This design comes from an exercise in tuning for small area, a short achievable clock period and few clock cycles per item on the open sky130 flow, not from production work.
In this exercise RTL edits were held to simulation tests only and were not proved equivalent to the original.
Power and IR drop assume default switching activity.

<file path="design.v">
module dft_tables (
    input  wire [5:0]         w_addr,
    output reg  [15:0]        w_val,
    input  wire [5:0]         tw_addr,
    output reg  signed [15:0] tw_cos,
    output reg  signed [15:0] tw_sin
);
    always @(*) begin
        case (w_addr)
            6'd0: w_val = 16'd0;
            6'd1: w_val = 16'd79;
            6'd2: w_val = 16'd315;
            6'd3: w_val = 16'd705;
            6'd4: w_val = 16'd1247;
            6'd5: w_val = 16'd1935;
            6'd6: w_val = 16'd2761;
            6'd7: w_val = 16'd3719;
            6'd8: w_val = 16'd4799;
            6'd9: w_val = 16'd5990;
            6'd10: w_val = 16'd7282;
            6'd11: w_val = 16'd8661;
            6'd12: w_val = 16'd10114;
            6'd13: w_val = 16'd11628;
            6'd14: w_val = 16'd13188;
            6'd15: w_val = 16'd14778;
            6'd16: w_val = 16'd16384;
            6'd17: w_val = 16'd17990;
            6'd18: w_val = 16'd19580;
            6'd19: w_val = 16'd21140;
            6'd20: w_val = 16'd22654;
            6'd21: w_val = 16'd24107;
            6'd22: w_val = 16'd25486;
            6'd23: w_val = 16'd26778;
            6'd24: w_val = 16'd27969;
            6'd25: w_val = 16'd29049;
            6'd26: w_val = 16'd30007;
            6'd27: w_val = 16'd30833;
            6'd28: w_val = 16'd31521;
            6'd29: w_val = 16'd32063;
            6'd30: w_val = 16'd32453;
            6'd31: w_val = 16'd32689;
            6'd32: w_val = 16'd32768;
            6'd33: w_val = 16'd32689;
            6'd34: w_val = 16'd32453;
            6'd35: w_val = 16'd32063;
            6'd36: w_val = 16'd31521;
            6'd37: w_val = 16'd30833;
            6'd38: w_val = 16'd30007;
            6'd39: w_val = 16'd29049;
            6'd40: w_val = 16'd27969;
            6'd41: w_val = 16'd26778;
            6'd42: w_val = 16'd25486;
            6'd43: w_val = 16'd24107;
            6'd44: w_val = 16'd22654;
            6'd45: w_val = 16'd21140;
            6'd46: w_val = 16'd19580;
            6'd47: w_val = 16'd17990;
            6'd48: w_val = 16'd16384;
            6'd49: w_val = 16'd14778;
            6'd50: w_val = 16'd13188;
            6'd51: w_val = 16'd11628;
            6'd52: w_val = 16'd10114;
            6'd53: w_val = 16'd8661;
            6'd54: w_val = 16'd7282;
            6'd55: w_val = 16'd5990;
            6'd56: w_val = 16'd4799;
            6'd57: w_val = 16'd3719;
            6'd58: w_val = 16'd2761;
            6'd59: w_val = 16'd1935;
            6'd60: w_val = 16'd1247;
            6'd61: w_val = 16'd705;
            6'd62: w_val = 16'd315;
            6'd63: w_val = 16'd79;
            default: w_val = 16'd0;
        endcase
    end
    always @(*) begin
        case (tw_addr)
            6'd0: begin tw_cos = 16'sd16384; tw_sin = 16'sd0; end
            6'd1: begin tw_cos = 16'sd16305; tw_sin = 16'sd1606; end
            6'd2: begin tw_cos = 16'sd16069; tw_sin = 16'sd3196; end
            6'd3: begin tw_cos = 16'sd15679; tw_sin = 16'sd4756; end
            6'd4: begin tw_cos = 16'sd15137; tw_sin = 16'sd6270; end
            6'd5: begin tw_cos = 16'sd14449; tw_sin = 16'sd7723; end
            6'd6: begin tw_cos = 16'sd13623; tw_sin = 16'sd9102; end
            6'd7: begin tw_cos = 16'sd12665; tw_sin = 16'sd10394; end
            6'd8: begin tw_cos = 16'sd11585; tw_sin = 16'sd11585; end
            6'd9: begin tw_cos = 16'sd10394; tw_sin = 16'sd12665; end
            6'd10: begin tw_cos = 16'sd9102; tw_sin = 16'sd13623; end
            6'd11: begin tw_cos = 16'sd7723; tw_sin = 16'sd14449; end
            6'd12: begin tw_cos = 16'sd6270; tw_sin = 16'sd15137; end
            6'd13: begin tw_cos = 16'sd4756; tw_sin = 16'sd15679; end
            6'd14: begin tw_cos = 16'sd3196; tw_sin = 16'sd16069; end
            6'd15: begin tw_cos = 16'sd1606; tw_sin = 16'sd16305; end
            6'd16: begin tw_cos = 16'sd0; tw_sin = 16'sd16384; end
            6'd17: begin tw_cos = -16'sd1606; tw_sin = 16'sd16305; end
            6'd18: begin tw_cos = -16'sd3196; tw_sin = 16'sd16069; end
            6'd19: begin tw_cos = -16'sd4756; tw_sin = 16'sd15679; end
            6'd20: begin tw_cos = -16'sd6270; tw_sin = 16'sd15137; end
            6'd21: begin tw_cos = -16'sd7723; tw_sin = 16'sd14449; end
            6'd22: begin tw_cos = -16'sd9102; tw_sin = 16'sd13623; end
            6'd23: begin tw_cos = -16'sd10394; tw_sin = 16'sd12665; end
            6'd24: begin tw_cos = -16'sd11585; tw_sin = 16'sd11585; end
            6'd25: begin tw_cos = -16'sd12665; tw_sin = 16'sd10394; end
            6'd26: begin tw_cos = -16'sd13623; tw_sin = 16'sd9102; end
            6'd27: begin tw_cos = -16'sd14449; tw_sin = 16'sd7723; end
            6'd28: begin tw_cos = -16'sd15137; tw_sin = 16'sd6270; end
            6'd29: begin tw_cos = -16'sd15679; tw_sin = 16'sd4756; end
            6'd30: begin tw_cos = -16'sd16069; tw_sin = 16'sd3196; end
            6'd31: begin tw_cos = -16'sd16305; tw_sin = 16'sd1606; end
            6'd32: begin tw_cos = -16'sd16384; tw_sin = 16'sd0; end
            6'd33: begin tw_cos = -16'sd16305; tw_sin = -16'sd1606; end
            6'd34: begin tw_cos = -16'sd16069; tw_sin = -16'sd3196; end
            6'd35: begin tw_cos = -16'sd15679; tw_sin = -16'sd4756; end
            6'd36: begin tw_cos = -16'sd15137; tw_sin = -16'sd6270; end
            6'd37: begin tw_cos = -16'sd14449; tw_sin = -16'sd7723; end
            6'd38: begin tw_cos = -16'sd13623; tw_sin = -16'sd9102; end
            6'd39: begin tw_cos = -16'sd12665; tw_sin = -16'sd10394; end
            6'd40: begin tw_cos = -16'sd11585; tw_sin = -16'sd11585; end
            6'd41: begin tw_cos = -16'sd10394; tw_sin = -16'sd12665; end
            6'd42: begin tw_cos = -16'sd9102; tw_sin = -16'sd13623; end
            6'd43: begin tw_cos = -16'sd7723; tw_sin = -16'sd14449; end
            6'd44: begin tw_cos = -16'sd6270; tw_sin = -16'sd15137; end
            6'd45: begin tw_cos = -16'sd4756; tw_sin = -16'sd15679; end
            6'd46: begin tw_cos = -16'sd3196; tw_sin = -16'sd16069; end
            6'd47: begin tw_cos = -16'sd1606; tw_sin = -16'sd16305; end
            6'd48: begin tw_cos = 16'sd0; tw_sin = -16'sd16384; end
            6'd49: begin tw_cos = 16'sd1606; tw_sin = -16'sd16305; end
            6'd50: begin tw_cos = 16'sd3196; tw_sin = -16'sd16069; end
            6'd51: begin tw_cos = 16'sd4756; tw_sin = -16'sd15679; end
            6'd52: begin tw_cos = 16'sd6270; tw_sin = -16'sd15137; end
            6'd53: begin tw_cos = 16'sd7723; tw_sin = -16'sd14449; end
            6'd54: begin tw_cos = 16'sd9102; tw_sin = -16'sd13623; end
            6'd55: begin tw_cos = 16'sd10394; tw_sin = -16'sd12665; end
            6'd56: begin tw_cos = 16'sd11585; tw_sin = -16'sd11585; end
            6'd57: begin tw_cos = 16'sd12665; tw_sin = -16'sd10394; end
            6'd58: begin tw_cos = 16'sd13623; tw_sin = -16'sd9102; end
            6'd59: begin tw_cos = 16'sd14449; tw_sin = -16'sd7723; end
            6'd60: begin tw_cos = 16'sd15137; tw_sin = -16'sd6270; end
            6'd61: begin tw_cos = 16'sd15679; tw_sin = -16'sd4756; end
            6'd62: begin tw_cos = 16'sd16069; tw_sin = -16'sd3196; end
            6'd63: begin tw_cos = 16'sd16305; tw_sin = -16'sd1606; end
            default: begin tw_cos = 16'sd0; tw_sin = 16'sd0; end
        endcase
    end
endmodule
module hann_dft64 (
    input  wire               clk,
    input  wire               rst,
    input  wire               in_valid,
    output wire               in_ready,
    input  wire signed [15:0] in_data,
    output wire               out_valid,
    input  wire               out_ready,
    output wire signed [23:0] out_re,
    output wire signed [23:0] out_im
);
    localparam S_IN  = 2'd0;
    localparam S_MAC = 2'd1;
    localparam S_OUT = 2'd2;
    reg [1:0] state;
    reg [5:0] n_cnt;      
    reg [5:0] k_cnt;      
    reg [5:0] tw_idx;     
    reg signed [15:0] xw_mem [0:63];
    reg signed [37:0] acc_re;
    reg signed [37:0] acc_im;
    wire [15:0]        w_val;
    wire signed [15:0] tw_cos;
    wire signed [15:0] tw_sin;
    dft_tables u_tables (
        .w_addr (n_cnt),
        .w_val  (w_val),
        .tw_addr(tw_idx),
        .tw_cos (tw_cos),
        .tw_sin (tw_sin)
    );
    wire signed [32:0] win_prod = in_data * $signed({1'b0, w_val});
    wire signed [32:0] win_rnd  = win_prod + 33'sd16384;
    wire signed [15:0] xw_new   = win_rnd[30:15];
    wire signed [15:0] xw_cur  = xw_mem[n_cnt];
    wire signed [31:0] prod_re = xw_cur * tw_cos;
    wire signed [31:0] prod_im = xw_cur * tw_sin;
    assign in_ready  = (state == S_IN);
    assign out_valid = (state == S_OUT);
    wire signed [37:0] re_rnd = acc_re + 38'sd8192;
    wire signed [37:0] im_rnd = acc_im + 38'sd8192;
    assign out_re = re_rnd[37:14];
    assign out_im = im_rnd[37:14];
    always @(posedge clk) begin
        if (state == S_IN && in_valid)
            xw_mem[n_cnt] <= xw_new;
    end
    always @(posedge clk) begin
        if (rst) begin
            state  <= S_IN;
            n_cnt  <= 6'd0;
            k_cnt  <= 6'd0;
            tw_idx <= 6'd0;
            acc_re <= 38'sd0;
            acc_im <= 38'sd0;
        end else begin
            case (state)
                S_IN: begin
                    if (in_valid) begin
                        n_cnt <= n_cnt + 6'd1;
                        if (n_cnt == 6'd63) begin
                            state  <= S_MAC;
                            k_cnt  <= 6'd0;
                            tw_idx <= 6'd0;
                            acc_re <= 38'sd0;
                            acc_im <= 38'sd0;
                        end
                    end
                end
                S_MAC: begin
                    acc_re <= acc_re + prod_re;
                    acc_im <= acc_im - prod_im;
                    tw_idx <= tw_idx + k_cnt;
                    n_cnt  <= n_cnt + 6'd1;
                    if (n_cnt == 6'd63)
                        state <= S_OUT;
                end
                S_OUT: begin
                    if (out_ready) begin
                        tw_idx <= 6'd0;
                        acc_re <= 38'sd0;
                        acc_im <= 38'sd0;
                        if (k_cnt == 6'd32) begin
                            state <= S_IN;
                            k_cnt <= 6'd0;
                        end else begin
                            state <= S_MAC;
                            k_cnt <= k_cnt + 6'd1;
                        end
                    end
                end
                default: state <= S_IN;
            endcase
        end
    end
endmodule
</file>
<file path="config.mk">
export PLATFORM = sky130hd
export DESIGN_NAME = hann_dft64
export DESIGN_NICKNAME = hann_dft64
export VERILOG_FILES = /design/flow/design.v
export SDC_FILE = /design/flow/constraint.sdc
export NUM_CORES = 4
export LEC_CHECK = 0
export CAP_MARGIN = 20
export CORE_MARGIN = 2
export CORE_UTILIZATION = 40
export SLEW_MARGIN = 20
</file>
<file path="constraint.sdc">
create_clock -name core_clock -period 12.0 [get_ports {clk}]
set_input_delay 2.4000 -clock core_clock [delete_from_list [all_inputs] [get_ports {clk}]]
set_output_delay 2.4000 -clock core_clock [all_outputs]
set_load 0.01 [all_outputs]
</file>
<file path="run.sh">
#!/bin/bash
# synth_recipe.tcl (not shown) runs the flow's synth.tcl, then flattens the netlist and writes it again
# the make line also repeats each setting of config.mk as NAME=value (left out here)
make -C /OpenROAD-flow-scripts/flow DESIGN_CONFIG=/design/flow/config.mk WORK_HOME=/design/flow/orfs CLKGATE_MAP_FILE= SYNTH_SCRIPT=/design/flow/synth_recipe.tcl finish
</file>
==> impl_results.md <==
* Worst R2R Path Depth at 28
* H-tree Lvls at 3
* Starting Density at 40.3%
* Largest net degree at the start of global routing at 65
* Num rows at 163
* Arrival @ worst endpoint at 10.77 ns
* Number of synthesized flops with an enable pin at 1024
* DR WL met3 at 11600 um
* # fillers at 17730
* RSZ-0062 raised after global routing: false
* CTS Root Cell: clkbuf_16
* Top post-synthesis cells by count: edfxtp_1 (1024), inv_1 (947), fa_1 (850), nand2_1 (563), and2_1 (356)
* Setup violators final at 0
* CP delay by family, top: adder cells
* Slew headroom at 23.2%
* DRT Wirelength at 199000 um
* Max incr delay on CP at 0.88 ns
* Synth-to-Final Area Change at 10.2%
* Uppermost layer routed: met5
* Startpoint types: flip-flop
* Worst clock skew at 0.0962 ns
* Num Clock Sinks at 1174
* Final ANT Viol Nets at 0
* Initial DRC count at 3919
* Setup slack, reg-to-reg at 1.89 ns
* Total of max-cap violations at 0
* Async set-or-reset flop fraction in the synthesized netlist at 0%
* Clock Path Buffers at 3
* CTS tree: yes
* Yosys warnings at 2
* Synth area leader: edfxtp_1
* Total GRT Usage at 19.9%
* Placed wire-length estimate at 135000 um
* Synth cell types at 77
* Final Slew Violations at 0
* Post-layout min period at 10.11 ns
* Area of the core at 198000 um2
* Area contributors post-synth: edfxtp_1 (39%), fa_1 (21%), mux4_2 (9.2%), ha_1 (5.4%), inv_1 (4.5%)
* Status: complete, no violations
* P_leak at 33.9 nW
* Mapped cell area at 79700 um2
* Period utilisation layout at 84.3%
* Worst hold-check path type: reg -> reg
* Min-delay src: acc_re[12]
* Mapped Cells at 6204
* Gates resized, CTS repair at 0
* RePlAce Congestion at 0.851
* Die Y at 450 um
* First-pass GRT wire length at 310000 um
* Most frequent CP cell: fa_1
* Setup CP Type: reg -> reg
* Post-CTS setup buffers at 0
* Yosys reg bits at 1174
* Total Neg Setup Slack at 0 ns
* PnR Total Power at 0.0137 W
* Worst hold path cell count at 2
* Count leader, synth: edfxtp_1
* Syn avg cell area at 12.8 um2
* Routed vias/inst at 5.35
* FF-to-FF End: acc_re[37]
* Num ports at 70
* Synth top area share at 38.6%
* CP bufs+invs at 5
* Seq/Total Area, Yosys at 42.4%
* DR WL met2 at 98800 um
* Worst EP required at 12.65 ns
* Syn_nets at 7418
* Reg clk slew, reported paths at 0.06 ns
* Slowest CP cell: mux4_2
* Drt first pass iters at 5
* VDD IR max at 0.000942 V
* Drt drc at 0
* Met1 WL at 84100 um
* Final #Nets at 7458
* Clock Latency Late Sink at 0.79 ns
* Grt total ovfl at 0
* Fmax at 98.9 MHz
* Vias at 48101
* PwrDens at 156 nW/um2
* CP endpoint kind: flip-flop
* Vias in the first global route at 51028
* CTS Buf Count at 119
* Worst Tran Pin Value at 1.15 ns
* Max FO, Critical Path at 40
* Port buffer count at 69
* Most common flop cell mapped by yosys: edfxtp_1
* Final Hold Fails at 0
* Hold path endpoint: acc_re[12]
* Die area at 203000 um2
* Share of cells above drive strength 1 at 10.7%
* # hold bufs at CTS at 0
* Initial antenna violation count at 13
* Detailed-route wire length per cell at 22.1 um
* Width of the die at 450 um
[cell usage in the layout (no fill, tap or decap), drive strengths merged, types with 20 or more instances in the layout]
master,netlist,layout
and3,25,25
clkbuf,235,152
mux2i,26,26
nand3,56,56
mux4,325,325
dfxtp,150,150
a21oi,174,174
xnor2,106,106
nand2b,35,35
o211ai,24,24
nor2b,32,32
clkinv,5,57
o22ai,20,20
buf,59,145
nand2,564,564
a31oi,28,28
edfxtp,1024,1024
and2,357,357
fa,850,850
inv,949,954
nor3,29,29
ha,344,344
a22oi,61,61
nor2,299,299
xor2,55,55
clkdlybuf4s50,0,68
o21ai,132,132
a21o,49,49
[tightest hold or removal path, stage by stage, from the launching register on]
cell     delay (ns)
dfxtp_1        0.32
nand2_1        0.05
a21oi_1        0.05
[where the power goes]
group / switching (W) / total [W] / internal [W]
sequential: 0.0000384 / 0.00620 / 0.00616
combinational: 0.00287 / 0.00379 / 0.000927
clock: 0.00164 / 0.00370 / 0.00207
[cell type report]
type                       count  area, um2  share of cell area [%]
multi-input combinational   3782      41300                    47.1
sequential                  1174      33800                    38.5
inverter                     954       3580                    4.08
tap                         2640       3300                    3.76
clock buffer                 152       3130                    3.57
timing repair buffer         213       1880                    2.14
clock inverter                71        739                   0.843
antenna                        6       15.0                  0.0171
[per-layer routing]
| layer | up-vias | track usage, % |
|---|---|---|
| li1 | 21102 | - |
| met1 | 25398 | 26.9 |
| met2 | 1337 | 34.1 |
| met3 | 262 | 2.86 |
| met4 | 2 | 4.49 |
| met5 | - | 0 |
[metrics by stage]
stage	setup WS [ns]	instance area [um2]	utilization (%)	hold slack [ns]	std cells
5_1_grt	1.45	87800	44.4	0.493	8986
6_report	1.89	87800	44.4	0.471	8992
3_3_place_gp	1.68	83900	42.4	0.460	8763
2_1_floorplan	1.82	79700	-	0.436	6204
3_5_place_dp	1.54	83900	42.4	0.465	8763
4_1_cts	1.80	87800	44.4	0.472	8986
[cells by family after synthesis]
logic type	share of synthesized area [%]
AND/OR/NAND/NOR	8.60
buffers and inverters	5.95
adder cells (fa/ha/maj)	26.8
flip-flops	42.4
AO/OA/AOI/OAI	5.00
multiplexers	9.55
XOR/XNOR	1.77
[state kept, by name, indices dropped and copies added (netlist names), named ones only]
register  count
acc_im       38
acc_re       38
k_cnt         6
n_cnt         6
state         2
tw_cos       16
tw_idx        6
tw_sin       16
w_val        16
xw_mem     1024
[worst max-delay path by stage]
stage / from / end / depth (start not counted)
final: flip-flop / acc_re[37] / 28
after global routing: flip-flop / acc_im[26] / 28
after CTS: flip-flop / acc_re[37] / 28
after detailed placement: in_data[4] / xw_mem[52][14] / 23
after global placement: in_data[4] / xw_mem[54][14] / 23
after floorplan: in_data[1] / xw_mem[0][15] / 21
Testbench counts, summed over its fixed seeds: cycles 106,032, frames 48.

[what the ideal ports hide]
Ports are ideal in the flow. The routed layout listed here was re-timed in OpenROAD. Step 1 sets driving cells, clkbuf_16 on the clock port and buf_2 on the other inputs (assumed; they add their load-dependent delay and slew). Step 2 adds t to the input delays and takes it off the output delays; t is the mean of the earliest and latest rising clock arrival at the registers after step 1. Input paths then give back, and output paths get back, about the clock's delay inside the block. Slacks: ideal ports / drivers / drivers and shift; pairs: ideal ports / drivers.
t, ns: 0.827
slack for setup (ns): 1.887 / 1.887 / 1.547
clock arrival spread, ns: 0.096 / 0.096
After both steps setup and hold are still met in this run. For this run, drivers alone change the setup slack by 0.000 ns; drivers and shift together by -0.340 ns.
